This is an optimization exercise on Yosys and OpenROAD, whose aim is a short achievable clock period, not a production implementation. Function was checked by simulation only, so behaviour that the tests miss may differ from the original. No driver is modelled on the clock port, so clock power and skew are understated where the tree is cut down; a real chip needs a root buffer or a tree. No activity file was given, so power comes from the tool's default toggle rates.

## fcp
module fcp #(
    parameter PMAX = 64                  
) (
    input  wire        clk,
    input  wire        rst,              
    input  wire        req_valid,
    input  wire [35:0] req,
    output reg         rsp_valid,
    output reg  [49:0] rsp
);
Size in the first run: about 90 I/O pins, about 0.032 mm² of cells after synthesis.
clock: 4.5 ns
lec_check: 0
abc_clock_period_in_ps: 800
cap_margin: 20
core_margin: 2
core_utilization: 55
place_density: 0.7
setup_slack_margin: 2.8
slew_margin: 20
synth_hierarchical: 1
synth_minimum_keep_size: 0
standard.sh (not shown) runs the stock make flow with config.mk's settings and CLKGATE_MAP_FILE= SYNTH_SCRIPT=/design/flow/synth_recipe.tcl, a recipe that flattens the netlist after the stock synthesis.
==> flow/flow/run.sh <==
#!/bin/bash
# Standard layout, with the clock tree built by flow/tree.tcl (two levels of
# clkbuf_16) instead of TritonCTS. Full output of the ORFS run goes to
# flow_standard.log in the work folder; ORFS's own per-step logs stay under orfs/logs.
set -euo pipefail
W=$(pwd)
export PRE_CTS_TCL="$W/flow/tree.tcl"
bash standard.sh > "$W/flow_standard.log" 2>&1
==> flow/flow/tree.tcl <==
# PRE_CTS hook: build a two-level clock tree by hand in place of TritonCTS.
# The clock port drives NROOT clkbuf_16 buffers; each drives the clkbuf_16
# leaf buffers of its region; each leaf drives at most LEAF_MAX flip-flops.
# Regions and leaf clusters come from recursive bisection of the flip-flop
# positions (alternating x and y at the median).

set LEAF_MAX 28
set NROOT_LEVELS 2   ;# 2 bisections -> 4 root buffers
set BUF sky130_fd_sc_hd__clkbuf_16

set db    [ord::get_db]
set block [ord::get_db_block]
set master [$db findMaster $BUF]
set clknet [$block findNet clk]

# Port buffers: the flow leaves delay cells (clkdlybuf4s50_1) at the ports;
# use plain buffers so the port paths start fast.
foreach bt [$block getBTerms] {
  set net [$bt getNet]
  if {[$net getName] == "clk"} continue
  foreach it [$net getITerms] {
    set inst [$it getInst]
    if {[$bt getIoType] == "INPUT"} {
      replace_cell [$inst getName] sky130_fd_sc_hd__buf_8
    } else {
      replace_cell [$inst getName] sky130_fd_sc_hd__buf_4
    }
  }
}

# Response flip-flops drive the output buffers: use the x2 drive strength.
foreach inst [$block getInsts] {
  if {[string match {rsp*} [$inst getName]] && [[$inst getMaster] getName] == "sky130_fd_sc_hd__dfxtp_1"} {
    replace_cell [$inst getName] sky130_fd_sc_hd__dfxtp_2
  }
}

set sinks {}
foreach it [$clknet getITerms] {
  set inst [$it getInst]
  set bb [$inst getBBox]
  set x [expr {([$bb xMin] + [$bb xMax]) / 2}]
  set y [expr {([$bb yMin] + [$bb yMax]) / 2}]
  lappend sinks [list $x $y $it]
}
puts "tree.tcl: [llength $sinks] clock sinks"

proc bisect {items axis} {
  set s [lsort -integer -index $axis $items]
  set h [expr {[llength $s] / 2}]
  return [list [lrange $s 0 [expr {$h - 1}]] [lrange $s $h end]]
}

# split items until each part has at most max entries
proc split_to {items axis max} {
  if {[llength $items] <= $max} { return [list $items] }
  lassign [bisect $items $axis] a b
  set na [expr {1 - $axis}]
  return [concat [split_to $a $na $max] [split_to $b $na $max]]
}

proc split_levels {items axis levels} {
  if {$levels == 0} { return [list $items] }
  lassign [bisect $items $axis] a b
  set na [expr {1 - $axis}]
  return [concat [split_levels $a $na [expr {$levels - 1}]] [split_levels $b $na [expr {$levels - 1}]]]
}

proc centroid {items} {
  set sx 0; set sy 0
  foreach e $items { set sx [expr {$sx + [lindex $e 0]}]; set sy [expr {$sy + [lindex $e 1]}] }
  set n [llength $items]
  return [list [expr {$sx / $n}] [expr {$sy / $n}]]
}

proc place_buf {block master name x y} {
  set inst [odb::dbInst_create $block $master $name]
  set w [[$inst getMaster] getWidth]
  set h [[$inst getMaster] getHeight]
  $inst setLocation [expr {$x - $w / 2}] [expr {$y - $h / 2}]
  $inst setPlacementStatus PLACED
  return $inst
}

set regions [split_levels $sinks 0 $NROOT_LEVELS]
set r 0
set nleaf 0
foreach reg $regions {
  set leaves [split_to $reg [expr {$NROOT_LEVELS % 2}] $LEAF_MAX]
  set rnet [odb::dbNet_create $block "clknet_r$r"]
  $rnet setSigType CLOCK
  set lc {}
  foreach lf $leaves {
    lassign [centroid $lf] x y
    lappend lc [list $x $y]
    set li [place_buf $block $master "clkbuf_leaf_r${r}_$nleaf" $x $y]
    set lnet [odb::dbNet_create $block "clknet_leaf_$nleaf"]
    $lnet setSigType CLOCK
    [$li findITerm X] connect $lnet
    [$li findITerm A] connect $rnet
    foreach e $lf {
      set it [lindex $e 2]
      $it disconnect
      $it connect $lnet
    }
    incr nleaf
  }
  lassign [centroid $lc] x y
  set ri [place_buf $block $master "clkbuf_root_$r" $x $y]
  [$ri findITerm X] connect $rnet
  [$ri findITerm A] connect $clknet
  incr r
}
$clknet setSigType CLOCK
puts "tree.tcl: $r root buffers, $nleaf leaf buffers"

global_connect
set_propagated_clock [all_clocks]

# TritonCTS is replaced by the tree above
rename clock_tree_synthesis clock_tree_synthesis_unused
proc clock_tree_synthesis {args} { puts "tree.tcl: clock tree built by hand, TritonCTS skipped" }
Then changed:
--- a/flow/flow/tree.tcl
+++ b/flow/flow/tree.tcl
@@ -28,7 +27,0 @@
-  }
-}
-
-# Response flip-flops drive the output buffers: use the x2 drive strength.
-foreach inst [$block getInsts] {
-  if {[string match {rsp*} [$inst getName]] && [[$inst getMaster] getName] == "sky130_fd_sc_hd__dfxtp_1"} {
-    replace_cell [$inst getName] sky130_fd_sc_hd__dfxtp_2
--- a/flow/config.mk
+++ b/flow/config.mk
@@ -11,3 +11,3 @@
-export CORE_UTILIZATION = 55
-export PLACE_DENSITY = 0.7
-export SETUP_SLACK_MARGIN = 2.8
+export CORE_UTILIZATION = 40
+export PLACE_DENSITY = 0.6
+export SETUP_SLACK_MARGIN = 2.75
After rerunning: Final cell count rises by a little under a tenth. Sequential power barely changes. Die area rises by well over a third. Power barely changes. Routed wire length rises by a few percent. Utilization falls by 17 points. Sequential cell count stays the same.
No run of this note takes its clock network from TritonCTS; it comes from the design's own scripts or RTL.

re-timing with driven ports:
How much do the figures lean on ideal ports? The routed layouts below were timed once more, with nothing changed but the port constraints. Step 1, drivers: a clkbuf_16 drives clk and a buf_2 each remaining input, both assumed. Step 2 moves the port delays by t, midway between the first and last clock arrival at a register: inputs arrive t later, outputs are due t later. That takes back most of the time a late clock gives input paths. Slacks: no drivers / after step 1 / after step 2; pairs: no drivers / after step 1.
run	t, ns	setup slack, ns	latest minus earliest clock arrival (ns)	worst data-port slew with drivers (ns)
the first run	0.508	2.623 / 2.567 / 2.115	0.032 / 0.031	0.15
the second run	0.520	2.541 / 2.538 / 2.091	0.028 / 0.029	0.08
After both steps every run listed still meets setup and hold. For the first run, which loses most, drivers alone change the setup slack by -0.056 ns; drivers and shift together by -0.508 ns.
